This design comes from an exercise in tuning for small area, a short achievable clock period and few clock cycles per item on the open sky130 flow, not from production work. Power and IR drop assume default switching activity.

==> flow/design.v <==
module gf2_rank (
    input  wire         clk,
    input  wire         rst,
    input  wire         start,
    input  wire [4:0]   rows_in,
    input  wire [5:0]   cols_in,
    output wire         ready,
    input  wire         row_valid,
    input  wire [31:0]  row_in,       
    output wire         row_ready,
    output reg          done,
    output wire [2:0]   err,
    output wire [5:0]   rank_out
);
    localparam NMAX = 32;
    localparam [NMAX-1:0] CUT = (32'd1 << 3) | (32'd1 << 9) | (32'd1 << 15) | (32'd1 << 22) | (32'd1 << 29);
    localparam FIRST = 3;              
    reg        loading;                    
    reg  [4:0] rem;                        
    reg        bad_r;                      
    reg        bad_q;                      
    reg  [4:0] cnt;                        
    reg  [4:0] rank_q;                     
    reg  [NMAX-1:0] valid;                 
    reg  [5:0] n_r;                        
    reg        init;                       
    reg        rdy;                        
    assign ready     = rdy;
    assign row_ready = loading;
    assign err       = {1'b0, bad_q, bad_q};
    assign rank_out  = {1'b0, rank_q};
    wire take      = row_valid & loading;
    wire take_last = take & (rem == 5'd1);
    wire flush     = rst | start;
    wire [NMAX*(NMAX+1)-1:0] rbus;
    wire [NMAX:0] lbus, pbus, ebus;
    assign rbus[NMAX-1:0] = row_in;
    assign lbus[0] = take;
    assign pbus[0] = take;
    assign ebus[0] = take_last;
    wire [NMAX-1:0] fin_v, now_v, pre_v;
    genvar c;
    generate
        for (c = 0; c < NMAX; c = c + 1) begin : col
            wire [NMAX-1:0] rin;
            wire            lin, pin, ein;
            if (c > 0 && CUT[c]) begin : pipe
                reg [NMAX-1:0] r;
                reg            l, p, e;
                always @(posedge clk) begin
                    r <= rbus[NMAX*c +: NMAX];
                    if (flush) begin
                        l <= 1'b0;
                        p <= 1'b0;
                        e <= 1'b0;
                    end else begin
                        l <= lbus[c];
                        p <= pbus[c];
                        e <= ebus[c];
                    end
                end
                assign rin = r;
                assign lin = l;
                assign pin = p;
                assign ein = e;
            end else begin : thru
                assign rin = rbus[NMAX*c +: NMAX];
                assign lin = lbus[c];
                assign pin = pbus[c];
                assign ein = ebus[c];
            end
            reg  [NMAX-1:0] slot;
            wire [NMAX-1:0] hi  = ~((32'd2 << c) - 32'd1);
            wire            hit = rin[c];
            wire            put = lin & hit & ~valid[c];
            wire            red = hit & valid[c];
            always @(posedge clk)
                if (put)
                    slot <= rin & hi;
            assign rbus[NMAX*(c+1) +: NMAX] = rin ^ ({NMAX{red}} & slot & hi);
            assign lbus[c+1] = lin & ~(hit & ~valid[c]);
            assign pbus[c+1] = pin;
            assign ebus[c+1] = ein;
            if (c < FIRST) begin : v0
                always @(posedge clk)
                    valid[c] <= (start & (cols_in <= c)) | (~start & (valid[c] | put));
            end else begin : v1
                always @(posedge clk)
                    valid[c] <= (init & (n_r <= c)) | (~init & (valid[c] | put));
            end
            if (c >= FIRST && (c == NMAX - 1 || CUT[c+1])) begin : cend
                wire sel;
                if (c == NMAX - 1)
                    assign sel = (n_r > lo(c));
                else if (lo(c) == FIRST)
                    assign sel = (n_r <= c + 1);
                else
                    assign sel = (n_r > lo(c)) & (n_r <= c + 1);
                wire lq, pq;
                if (c == NMAX - 1) begin : stat
                    reg l, p;
                    always @(posedge clk)
                        if (flush) begin
                            l <= 1'b0;
                            p <= 1'b0;
                        end else begin
                            l <= lbus[c+1];
                            p <= pbus[c+1];
                        end
                    assign lq = l;
                    assign pq = p;
                end else begin : nxt
                    assign lq = col[c+1].pipe.l;
                    assign pq = col[c+1].pipe.p;
                end
                assign fin_v[c] = sel & ebus[c+1];
                assign now_v[c] = sel & pbus[c+1] & ~lbus[c+1];
                assign pre_v[c] = sel & pq & ~lq;
            end else begin : cmid
                assign fin_v[c] = 1'b0;
                assign now_v[c] = 1'b0;
                assign pre_v[c] = 1'b0;
            end
        end
    endgenerate
    function integer lo;
        input integer c;
        integer i;
        begin
            lo = 0;
            for (i = 1; i <= c; i = i + 1)
                if (CUT[i])
                    lo = i;
        end
    endfunction
    wire fin = |fin_v;                     
    wire now = |now_v;                     
    wire pre = |pre_v;                     
    wire       clr   = start | bad_r;
    wire [4:0] acc   = cnt + {4'd0, pre};
    wire [4:0] rnk_1 = clr ? 5'd0 : acc + 5'd1;
    wire [4:0] rnk_0 = clr ? 5'd0 : acc;
    always @(posedge clk) begin
        if (rst) begin
            done    <= 1'b0;
            init    <= 1'b0;
        end else begin
            done <= (start && rows_in == 5'd0) || fin;
            init <= start;
        end
        rdy     <= rst | (start & (rows_in == 5'd0)) | (~start & (rdy | fin));
        loading <= ~rst & ((start & (rows_in != 5'd0)) | (~start & loading & ~take_last));
        bad_q   <= start ? ((rows_in > 5'd16) | (cols_in > 6'd32)) : bad_r;
        if (start) begin
            n_r   <= cols_in;
            rem   <= rows_in;
            bad_r <= (rows_in > 5'd16) || (cols_in > 6'd32);
        end else if (take) begin
            rem   <= rem - 5'd1;
        end
        cnt    <= start ? 5'd0 : acc;
        rank_q <= now ? rnk_1 : rnk_0;
    end
endmodule
==> flow/config.mk <==
export PLATFORM = sky130hd
export DESIGN_NAME = gf2_rank
export DESIGN_NICKNAME = gf2_rank
export VERILOG_FILES = /design/flow/design.v
export SDC_FILE = /design/flow/constraint.sdc
export NUM_CORES = 4
export LEC_CHECK = 0
export CAP_MARGIN = 20
export CORE_MARGIN = 2
export CORE_UTILIZATION = 50
export CTS_BUF_LIST = sky130_fd_sc_hd__clkbuf_8
export CTS_CLUSTER_DIAMETER = 80
export CTS_CLUSTER_SIZE = 16
export SLEW_MARGIN = 20
==> flow/constraint.sdc <==
create_clock -name core_clock -period 12.0 [get_ports {clk}]
set_input_delay 2.4000 -clock core_clock [delete_from_list [all_inputs] [get_ports {clk}]]
set_output_delay 2.4000 -clock core_clock [all_outputs]
set_load 0.01 [all_outputs]
standard.sh (not shown) runs the stock make flow with config.mk's settings and CLKGATE_MAP_FILE= SYNTH_SCRIPT=/design/flow/synth_recipe.tcl, a recipe that flattens the netlist after the stock synthesis.
==> flow/flow/run.sh <==
#!/bin/bash
set -euo pipefail
bash standard.sh SETUP_SLACK_MARGIN=8.45 "BUFFER_PORTS_ARGS=-buffer_cell sky130_fd_sc_hd__buf_2" finish > make_finish.log 2>&1
Next try:
--- a/flow/design.v
+++ b/flow/design.v
@@ -10,13 +10,13 @@
     output wire         row_ready,
     output reg          done,
     output wire [2:0]   err,
     output wire [5:0]   rank_out
 );
     localparam NMAX = 32;
-    localparam [NMAX-1:0] CUT = (32'd1 << 3) | (32'd1 << 9) | (32'd1 << 15) | (32'd1 << 22) | (32'd1 << 29);
+    localparam [NMAX-1:0] CUT = (32'd1 << 3) | (32'd1 << 9) | (32'd1 << 16) | (32'd1 << 23) | (32'd1 << 30);
     localparam FIRST = 3;              
     reg        loading;                    
     reg  [4:0] rem;                        
     reg        bad_r;                      
     reg        bad_q;                      
     reg  [4:0] cnt;                        
Effect: The new run went through all stages and came out clean; routed wire length came out lower by a few percent; first-iteration DRC count came out lower by roughly a tenth; global-route usage is lower by 0.36 points; maximum frequency rises slightly; cell count shrinks slightly; utilization went down by 0.18 points; via count drops slightly; combinational power is higher by a few percent; synthesized area stays flat.
No run of this note included a check of the RTL's function; only the layout flow was run.

## separate check: timing with driven ports
The flow's constraints put no driver on any port. The routed layouts listed below were extracted and timed again, unchanged, in two steps. Step 1 (the two cells are an assumption about what drives the block):
set clk [get_ports {clk}]
set_driving_cell -lib_cell sky130_fd_sc_hd__clkbuf_16 $clk
set_driving_cell -lib_cell sky130_fd_sc_hd__buf_2 [delete_from_list [all_inputs] $clk]
Step 2 adds t to the input delays and takes it off the output delays; t is the mean of the earliest and latest rising clock arrival at the registers after step 1. Input paths then give back, and output paths get back, about the clock's delay inside the block. a / b / c = ideal ports / drivers / drivers and shift; a / b = the first two.
| run | t (ns) | slack for setup (ns) | worst setup path at the end | pins driven straight from the clock port |
|---|---|---|---|---|
| the first run | 0.712 | 8.411 / 8.405 / 7.826 | input to register | 1 |
| the second run | 0.710 | 8.452 / 8.395 / 7.834 | input to register | 1 |
After both steps setup and hold are still met in every run listed. For the second run, which loses most, drivers alone change the setup slack by -0.057 ns; drivers and shift together by -0.618 ns.
